This design comes from an exercise in tuning for small area, a short achievable clock period and few clock cycles on the open sky130 flow, not from production work.
Function was checked by simulation only, so behaviour that the tests miss may differ from the original.
Power is estimated from default activity; no workload was simulated.

==> config.mk <==
export PLATFORM = sky130hd
export DESIGN_NAME = delta_codec
export DESIGN_NICKNAME = delta_codec
export VERILOG_FILES = /design/flow/design.v
export SDC_FILE = /design/flow/constraint.sdc
export NUM_CORES = 4
export LEC_CHECK = 0
export CAP_MARGIN = 20
export CORE_MARGIN = 2
export CORE_UTILIZATION = 40
export SLEW_MARGIN = 20
==> run.sh <==
#!/bin/bash
# synth_recipe.tcl (not shown) runs the flow's synth.tcl, then flattens the netlist and writes it again
# the make line also repeats each setting of config.mk as NAME=value (left out here)
make -C /OpenROAD-flow-scripts/flow DESIGN_CONFIG=/design/flow/config.mk WORK_HOME=/design/flow/orfs CLKGATE_MAP_FILE= SYNTH_SCRIPT=/design/flow/synth_recipe.tcl finish
==> constraint.sdc <==
create_clock -name core_clock -period 6.0 [get_ports {clk}]
set_input_delay 1.2000 -clock core_clock [delete_from_list [all_inputs] [get_ports {clk}]]
set_output_delay 1.2000 -clock core_clock [all_outputs]
set_load 0.01 [all_outputs]
==> design.v <==
module delta_ctl (
    input  wire [3:0] cs,         
    input  wire [1:0] ovf,        
    input  wire [1:0] unf,        
    input  wire [7:0] delta,      
    input  wire       force_ovf,  
    output wire       escape,     
    output reg  [3:0] cs_next,
    output reg  [1:0] ovf_next,
    output reg  [1:0] unf_next
);
    localparam [3:0] CS_MIN = 4'd2;
    localparam [3:0] CS_MAX = 4'd8;
    reg signed [8:0] min_v, max_v, hmin_v, hmax_v;
    always @* begin
        case (cs)
            4'd2:    begin min_v = -9'sd2;   max_v = 9'sd1;   hmin_v = -9'sd1;  hmax_v = 9'sd0;  end
            4'd3:    begin min_v = -9'sd4;   max_v = 9'sd3;   hmin_v = -9'sd2;  hmax_v = 9'sd1;  end
            4'd4:    begin min_v = -9'sd8;   max_v = 9'sd7;   hmin_v = -9'sd4;  hmax_v = 9'sd3;  end
            4'd5:    begin min_v = -9'sd16;  max_v = 9'sd15;  hmin_v = -9'sd8;  hmax_v = 9'sd7;  end
            4'd6:    begin min_v = -9'sd32;  max_v = 9'sd31;  hmin_v = -9'sd16; hmax_v = 9'sd15; end
            4'd7:    begin min_v = -9'sd64;  max_v = 9'sd63;  hmin_v = -9'sd32; hmax_v = 9'sd31; end
            default: begin min_v = -9'sd128; max_v = 9'sd127; hmin_v = -9'sd64; hmax_v = 9'sd63; end
        endcase
    end
    wire signed [8:0] d = {delta[7], delta};
    assign escape = (d > max_v) || (d <= min_v);
    wire overflow  = force_ovf || escape;
    wire underflow = !overflow && (d > hmin_v) && (d <= hmax_v);
    always @* begin
        cs_next  = cs;
        ovf_next = ovf;
        unf_next = unf;
        if (overflow) begin
            unf_next = (unf != 2'd0) ? unf - 2'd1 : 2'd0;
            if (ovf == 2'd3) begin
                cs_next  = (cs < CS_MAX) ? cs + 4'd1 : CS_MAX;
                ovf_next = 2'd0;
                unf_next = 2'd0;
            end else begin
                ovf_next = ovf + 2'd1;
            end
        end else if (underflow) begin
            ovf_next = (ovf != 2'd0) ? ovf - 2'd1 : 2'd0;
            if (unf == 2'd3) begin
                cs_next  = (cs > CS_MIN) ? cs - 4'd1 : CS_MIN;
                ovf_next = 2'd0;
                unf_next = 2'd0;
            end else begin
                unf_next = unf + 2'd1;
            end
        end else begin
            ovf_next = (ovf != 2'd0) ? ovf - 2'd1 : 2'd0;
            unf_next = (unf != 2'd0) ? unf - 2'd1 : 2'd0;
        end
    end
endmodule
module delta_enc (
    input  wire       clk,
    input  wire       rst,
    input  wire       in_valid,
    output wire       in_ready,
    input  wire [7:0] in_data,
    input  wire       in_last,
    input  wire [3:0] in_cs,
    output wire       out_valid,
    input  wire       out_ready,
    output wire [7:0] out_data,
    output wire       out_last
);
    localparam [2:0] ST_ANCHOR = 3'd0,   
                     ST_STREAM = 3'd1,   
                     ST_ESC    = 3'd2,   
                     ST_TSENT  = 3'd3,   
                     ST_TBYTE  = 3'd4,   
                     ST_FLUSH  = 3'd5;   
    reg [2:0]  state;
    reg [3:0]  cs;
    reg [1:0]  ovf, unf;
    reg [7:0]  prev;
    reg        esc_last;   
    reg [15:0] acc;
    reg [4:0]  cnt;
    assign out_data  = acc[15:8];
    assign out_valid = (cnt >= 5'd8) || (state == ST_FLUSH && cnt != 5'd0);
    assign out_last  = (state == ST_FLUSH) && (cnt <= 5'd8);
    wire room = (cnt < 5'd8);   
    assign in_ready = room && (state == ST_ANCHOR || state == ST_STREAM);
    wire in_fire = in_valid && in_ready;
    wire [7:0] delta = in_data - prev;
    wire       escape;
    wire [3:0] cs_upd;
    wire [1:0] ovf_upd, unf_upd;
    delta_ctl u_ctl (
        .cs(cs), .ovf(ovf), .unf(unf), .delta(delta), .force_ovf(1'b0),
        .escape(escape), .cs_next(cs_upd), .ovf_next(ovf_upd), .unf_next(unf_upd)
    );
    wire [7:0] sentinel = 8'd1 << (cs - 4'd1);
    reg        xfer;
    reg [3:0]  xfer_n;
    reg [7:0]  xfer_v;
    always @* begin
        xfer   = 1'b0;
        xfer_n = 4'd8;
        xfer_v = 8'd0;
        case (state)
            ST_ANCHOR: if (in_fire) begin
                xfer = 1'b1; xfer_n = 4'd8; xfer_v = in_data;
            end
            ST_STREAM: if (in_fire) begin
                xfer = 1'b1; xfer_n = cs; xfer_v = escape ? sentinel : delta;
            end
            ST_ESC:   if (room) begin
                xfer = 1'b1; xfer_n = 4'd8; xfer_v = prev;
            end
            ST_TSENT: if (room) begin
                xfer = 1'b1; xfer_n = cs; xfer_v = sentinel;
            end
            ST_TBYTE: if (room) begin
                xfer = 1'b1; xfer_n = 4'd8; xfer_v = prev;
            end
            default: ;
        endcase
    end
    wire       pop     = out_valid && out_ready;
    wire [4:0] cnt_pop = pop ? ((cnt >= 5'd8) ? cnt - 5'd8 : 5'd0) : cnt;
    wire [15:0] acc_pop = pop ? {acc[7:0], 8'd0} : acc;
    wire [7:0] xfer_l  = xfer_v << (4'd8 - xfer_n);           
    wire [15:0] xfer_p = {xfer_l, 8'd0} >> cnt_pop;
    always @(posedge clk) begin
        if (rst) begin
            state    <= ST_ANCHOR;
            cs       <= 4'd2;
            ovf      <= 2'd0;
            unf      <= 2'd0;
            prev     <= 8'd0;
            esc_last <= 1'b0;
            acc      <= 16'd0;
            cnt      <= 5'd0;
        end else begin
            acc <= xfer ? (acc_pop | xfer_p) : acc_pop;
            cnt <= xfer ? (cnt_pop + {1'b0, xfer_n}) : cnt_pop;
            case (state)
                ST_ANCHOR: if (in_fire) begin
                    prev  <= in_data;
                    cs    <= in_cs;
                    ovf   <= 2'd0;
                    unf   <= 2'd0;
                    state <= in_last ? ST_TSENT : ST_STREAM;
                end
                ST_STREAM: if (in_fire) begin
                    prev <= in_data;
                    cs   <= cs_upd;
                    ovf  <= ovf_upd;
                    unf  <= unf_upd;
                    if (escape) begin
                        esc_last <= in_last;
                        state    <= ST_ESC;
                    end else begin
                        state    <= in_last ? ST_TSENT : ST_STREAM;
                    end
                end
                ST_ESC:   if (room) state <= esc_last ? ST_TSENT : ST_STREAM;
                ST_TSENT: if (room) state <= ST_TBYTE;
                ST_TBYTE: if (room) state <= ST_FLUSH;
                ST_FLUSH: if (pop && out_last) state <= ST_ANCHOR;
                default:  state <= ST_ANCHOR;
            endcase
        end
    end
endmodule
module delta_dec (
    input  wire       clk,
    input  wire       rst,
    input  wire       in_valid,
    output wire       in_ready,
    input  wire [7:0] in_data,
    input  wire       in_last,
    input  wire [3:0] in_cs,
    output reg        out_valid,
    input  wire       out_ready,
    output reg  [7:0] out_data,
    output reg        out_end
);
    localparam [2:0] DS_IDLE   = 3'd0,   
                     DS_ANCHOR = 3'd1,   
                     DS_CODE   = 3'd2,   
                     DS_RAW    = 3'd3,   
                     DS_DRAIN  = 3'd4;   
    reg [2:0]  state;
    reg [3:0]  cs;
    reg [1:0]  ovf, unf;
    reg [7:0]  prev;
    reg        seen_last;   
    reg [15:0] acc;
    reg [4:0]  cnt;
    assign in_ready = (state == DS_IDLE) || (state == DS_DRAIN && !seen_last) ||
                      (state != DS_DRAIN && !seen_last && cnt <= 5'd8);
    wire in_fire = in_valid && in_ready;
    wire       parsing  = (state == DS_ANCHOR || state == DS_CODE || state == DS_RAW);
    wire       out_free = !out_valid || out_ready;
    wire [3:0] need     = (state == DS_CODE) ? cs : 4'd8;
    wire       have     = (cnt >= {1'b0, need});
    wire       step     = parsing && out_free && have;
    wire       exhaust  = parsing && out_free && !have && seen_last;
    wire [7:0] field = acc[15:8] >> (4'd8 - need);
    wire [7:0] sext_mask = 8'hFF << cs;
    wire       code_neg  = |(field & (8'd1 << (cs - 4'd1)));
    wire [7:0] code_d    = code_neg ? (field | sext_mask) : field;
    wire [7:0] sentinel  = 8'd1 << (cs - 4'd1);
    wire       is_sent   = (field == sentinel);
    wire [7:0] recon     = prev + code_d;
    wire       raw   = (state == DS_RAW);
    wire       term  = raw && (field == prev);
    wire       escape_unused;
    wire [3:0] cs_upd;
    wire [1:0] ovf_upd, unf_upd;
    delta_ctl u_ctl (
        .cs(cs), .ovf(ovf), .unf(unf), .delta(code_d), .force_ovf(raw),
        .escape(escape_unused), .cs_next(cs_upd), .ovf_next(ovf_upd), .unf_next(unf_upd)
    );
    wire [4:0]  cnt_c = step ? cnt - {1'b0, need} : cnt;
    wire [15:0] acc_c = step ? (acc << need) : acc;
    wire [15:0] in_p  = {in_data, 8'd0} >> cnt_c;
    wire ending   = (step && term) || exhaust;
    wire last_now = seen_last || (in_fire && in_last);
    always @(posedge clk) begin
        if (rst) begin
            state     <= DS_IDLE;
            cs        <= 4'd2;
            ovf       <= 2'd0;
            unf       <= 2'd0;
            prev      <= 8'd0;
            seen_last <= 1'b0;
            acc       <= 16'd0;
            cnt       <= 5'd0;
            out_valid <= 1'b0;
            out_data  <= 8'd0;
            out_end   <= 1'b0;
        end else begin
            if (out_valid && out_ready)
                out_valid <= 1'b0;
            if (ending) begin
                out_valid <= 1'b1;
                out_data  <= 8'd0;
                out_end   <= 1'b1;
                acc       <= 16'd0;
                cnt       <= 5'd0;
                seen_last <= 1'b0;
                state     <= last_now ? DS_IDLE : DS_DRAIN;
            end else begin
                case (state)
                    DS_IDLE: if (in_fire) begin
                        cs        <= in_cs;
                        ovf       <= 2'd0;
                        unf       <= 2'd0;
                        seen_last <= in_last;
                        state     <= DS_ANCHOR;
                    end
                    DS_ANCHOR: if (step) begin
                        out_valid <= 1'b1;
                        out_data  <= field;
                        out_end   <= 1'b0;
                        prev      <= field;
                        state     <= DS_CODE;
                    end
                    DS_CODE: if (step) begin
                        if (is_sent) begin
                            state <= DS_RAW;
                        end else begin
                            out_valid <= 1'b1;
                            out_data  <= recon;
                            out_end   <= 1'b0;
                            prev      <= recon;
                            cs        <= cs_upd;
                            ovf       <= ovf_upd;
                            unf       <= unf_upd;
                        end
                    end
                    DS_RAW: if (step) begin
                        out_valid <= 1'b1;
                        out_data  <= field;
                        out_end   <= 1'b0;
                        prev      <= field;
                        cs        <= cs_upd;
                        ovf       <= ovf_upd;
                        unf       <= unf_upd;
                        state     <= DS_CODE;
                    end
                    DS_DRAIN: if (in_fire && in_last) state <= DS_IDLE;
                    default: state <= DS_IDLE;
                endcase
                if (state != DS_IDLE && state != DS_DRAIN && in_fire)
                    seen_last <= in_last;
                if (state == DS_DRAIN) begin
                    acc <= 16'd0;
                    cnt <= 5'd0;
                end else if (in_fire) begin
                    acc <= acc_c | in_p;
                    cnt <= cnt_c + 5'd8;
                end else begin
                    acc <= acc_c;
                    cnt <= cnt_c;
                end
            end
        end
    end
endmodule
module delta_codec (
    input  wire       clk,
    input  wire       rst,
    input  wire       enc_in_valid,
    output wire       enc_in_ready,
    input  wire [7:0] enc_in_data,
    input  wire       enc_in_last,
    input  wire [3:0] enc_in_cs,
    output wire       enc_out_valid,
    input  wire       enc_out_ready,
    output wire [7:0] enc_out_data,
    output wire       enc_out_last,
    input  wire       dec_in_valid,
    output wire       dec_in_ready,
    input  wire [7:0] dec_in_data,
    input  wire       dec_in_last,
    input  wire [3:0] dec_in_cs,
    output wire       dec_out_valid,
    input  wire       dec_out_ready,
    output wire [7:0] dec_out_data,
    output wire       dec_out_end
);
    delta_enc u_enc (
        .clk(clk), .rst(rst),
        .in_valid(enc_in_valid), .in_ready(enc_in_ready), .in_data(enc_in_data),
        .in_last(enc_in_last), .in_cs(enc_in_cs),
        .out_valid(enc_out_valid), .out_ready(enc_out_ready), .out_data(enc_out_data),
        .out_last(enc_out_last)
    );
    delta_dec u_dec (
        .clk(clk), .rst(rst),
        .in_valid(dec_in_valid), .in_ready(dec_in_ready), .in_data(dec_in_data),
        .in_last(dec_in_last), .in_cs(dec_in_cs),
        .out_valid(dec_out_valid), .out_ready(dec_out_ready), .out_data(dec_out_data),
        .out_end(dec_out_end)
    );
endmodule
==> results.txt <==
## placed cells by master, fill, tap and decap left out, drive strengths merged, types with 40 or more instances in the layout
| cell | count |
|---|---|
| a211oi | 41 |
| a21oi | 102 |
| buf | 63 |
| clkdlybuf4s50 | 52 |
| dfxtp | 92 |
| ha | 108 |
| inv | 69 |
| mux2i | 70 |
| nand2 | 155 |
| nand3 | 40 |
| nor2 | 127 |
| nor3 | 47 |
| o21ai | 50 |
## layout make-up
| class | count | share of cell area |
|---|---|---|
| multi-input combinational | 1095 | 0.670 |
| tap | 324 | 0.0353 |
| timing repair buffer | 115 | 0.0864 |
| clock inverter | 5 | 0.00349 |
| clock buffer | 10 | 0.0200 |
| sequential | 92 | 0.161 |
| inverter | 73 | 0.0239 |
## repair_timing
action,in CTS,in global routing
endpoints found under the setup margin,0,18
buffers inserted,0,2
resized for setup,0,19
endpoints found under the hold margin,0,0
## cell families (layout without fill, tap and decap cells)
family | after synthesis | after routing | synth area share
fa+ha+maj | 112 | 112 | 0.143
xor+xnor | 32 | 32 | 0.0287
compound gates | 384 | 384 | 0.268
flops | 92 | 92 | 0.184
simple gates | 490 | 490 | 0.236
mux | 77 | 77 | 0.0815
buf+inv | 147 | 203 | 0.0597
## sequential cells by signal, indices dropped and copies added (netlist names), 5 cells and up
signal	flops
u_dec.acc	16
u_enc.acc	16
u_dec.out_data	8
u_dec.prev	8
u_enc.prev	8
u_dec.cnt	5
u_enc.cnt	5
## power by group
group | internal (W) | leakage (nW) | switching, W
logic | 0.00231 | 4.07 | 0.00343
registers | 0.000776 | 0.750 | 0.000195
clock network | 0.000282 | 0.132 | 0.000273
## metrics by stage
stage / cell area [sq um] / std cells / setup WS (ns)
3_3_place_gp: 11100 / 1697 / -0.00843
5_1_grt: 11500 / 1714 / -0.0453
4_1_cts: 11400 / 1712 / 0.166
6_report: 11500 / 1714 / 0.272
3_5_place_dp: 11100 / 1697 / -0.0885
2_1_floorplan: 10000 / 1334 / 0.0440
## worst register-to-register path, delay by kind of cell, from the launching register on
| kind | cells | cell delay [ns] |
|---|---|---|
| simple gates | 10 | 1.83 |
| compound gates | 9 | 1.45 |
| fa+ha+maj | 3 | 0.86 |
| buf+inv | 3 | 0.55 |
| mux | 1 | 0.50 |
| flops | 1 | 0.33 |
## worst paths after layout
kind | from | end | slack, ns | depth (start not counted)
max | enc_in_data[0] | u_enc.acc[1] | 0.27 | 21
min | u_enc.acc[0] | u_enc.acc[0] | 0.46 | 2
max reg2reg | u_dec.state[2] | u_dec.cs[3] | 0.41 | 26
min reg2reg | u_enc.acc[0] | u_enc.acc[0] | 0.46 | 2
## per-layer routing
metal  track usage  up-vias  wire length (microns)
li1              -     5022                      -
met1         0.338     4699                  15200
met2         0.341      271                  12600
met3        0.0265       40                   1330
met4        0.0664        0                    513
met5             0        -                      0
==> results by group <==
Synth
  – Mapped cell area: ~10000 sq um
  – Post-synth ARST share: 0
  – Commonest cells post-synth: nand2_1, nor2_1, ha_1
  – Seq/Total Area, Yosys: 0.184
  – Netlist cell types: 96
  – Syn. warnings: 3
  – Post-Syn Instances: ~1300
  – Most frequent cell after synthesis: nand2_1
  – Main synth FF type: dfxtp_1
  – Share of the synthesized area in the top cell type: 0.184
  – Area leader, netlist: dfxtp_1
  – Synth top area cells: dfxtp_1, ha_1, mux2i_1, nand2_1, a21oi_1
  – Synth Net Count: approximately 1500
  – EDFF count, synth: 0
  – Synth Area per Inst: 7.52 sq um
  – Flops & latches, synth: approximately 90

Setup path
  – CP Max Fanout: 4
  – Worst path cell trace: clkdlybuf4s50_1 -> inv_1 -> ha_1 -> inv_1 -> fa_1 -> a211oi_1 -> nor3_1 -> or3b_1 -> ha_1 -> and3_1 -> nand3_1 -> a21oi_2 -> o311ai_1 -> nand2_1 -> nor3_2 -> a221oi_1 -> a221oi_2 -> buf_4 -> mux2i_1 -> a22oi_1 -> o41ai_2
  – Critical path endpoint category: flop
  – CP startpoint kind: input pin
  – Worst EP required: roughly 6.2 ns
  – Worst path top cell family by delay: compound AO/OA/AOI/OAI gates
  – Critical path buffers and inverters: 4
  – CP peak stage delay: ~0.42 ns
  – Worst endpoint data arrival time: 5.95 ns
  – Slowest-stage cell, CP: clkdlybuf4s50_1
  – Kind of critical path: in -> reg

Floorplan
  – Die height: 162 microns
  – Die area: approximately 26000 sq um
  – I/O Pins: 54
  – Row cnt: 57
  – Chip width: 162 microns
  – Floorplan core area: around 24000 sq um
  – Starting Density: 0.410

GRT
  – Largest net degree at the start of global routing: 57
  – Global-route wire length before repair: 49100 microns
  – GRT overflow: 0
  – Vias in the first global route: about 9400
  – GRT Total Usage: 0.227
  – Initial antenna violation count: 0

STA
  – Hold slack final: between 0.4 and 0.5 ns
  – Pins Over Slew Limit: 0
  – Max Clk Rate: approximately 170 MHz
  – Slew @ Worst Pin: 1.07 ns
  – Final setup vio count: 0
  – Final Hold Violating Endpoints: 0
  – Final worst path period need: between 5 and 6 ns
  – Setup TNS Final: 0 ns
  – Final period util: 0.955
  – Normalized max-slew margin: 0.283
  – Max Clock Skew: ~0.011 ns

Clock network
  – Clk buf depth: 2
  – Root Driver: clkbuf_16
  – Clock Latency Late Sink: ~0.36 ns
  – CTS Hold Bufs: 0
  – TritonCTS buffer count: 9
  – Clock slew at reported path FFs: ~0.070 ns
  – Sinks on Clock Net: 92
  – TritonCTS clock tree: built
  – H-tree lvl count: 3

Layout
  – Footprint of the multi-input gates: slightly below 8000 sq um
  – Fraction of final layout cells sized beyond drive strength 1: 0.0986
  – Final #Nets: 1530
  – Fillers: around 2500
  – Core Util, Final: 0.469
  – Ant diodes: 0
  – Seq. cell area: ~1800 sq um
  – Area Growth Syn to Fin: 14.3%

Detailed routing
  – Router iterations before antenna repair: 5
  – Via total after detailed routing: 10000
  – 1st-iter DRT viols: around 860
  – Routed WL: about 30000 microns
  – # DRC: 0
  – Routed len/inst: between 15 and 20 microns
  – DR vias/cell: between 5 and 6
  – Antenna Nets Post-Route: 0

Flow run
  – Max-cap viol count: 0

Place
  – # port buffers: 53
  – Gpl congestion: between 0.9 and 1
  – DP HPWL: 22900 microns

Pwr
  – LEAKAGE: between 4 and 5 nW
  – Pwr dens: ~630 nW/um^2
  – Worst vdd ir: approximately 220 uV
  – Total power: a little over 0.007 W

Status
  – Status: complete, no violations

Worst hold path
  – Tightest Hold Check Type: reg -> reg
Testbench counts, summed over its fixed seeds: cycles 34,581.

what the ideal ports hide:
The results above use ideal ports. As a check the final layout listed here was re-extracted and re-timed, cells and wires unchanged. Step 1 (the two cells are an assumption about what drives the block):
set clk [get_ports {clk}]
set_driving_cell -lib_cell sky130_fd_sc_hd__clkbuf_16 $clk
set_driving_cell -lib_cell sky130_fd_sc_hd__buf_2 [delete_from_list [all_inputs] $clk]
Step 2, shift: input delay + t, output delay - t, t = (earliest + latest rising clock arrival at the registers) / 2. This alone moves slack from input paths to output paths. Slacks: ideal / step 1 / step 2; pairs: ideal / step 1.
shift t [ns]: 0.406
setup WS [ns]: 0.272 / 0.298 / -0.108
hold WS [ns]: 0.460 / 0.460 / 0.460
cell pins on the clock port's net: 1
Met with ideal ports but missed after step 2: setup timing in this run. For this run, drivers alone change the setup slack by +0.026 ns; drivers and shift together by -0.380 ns.
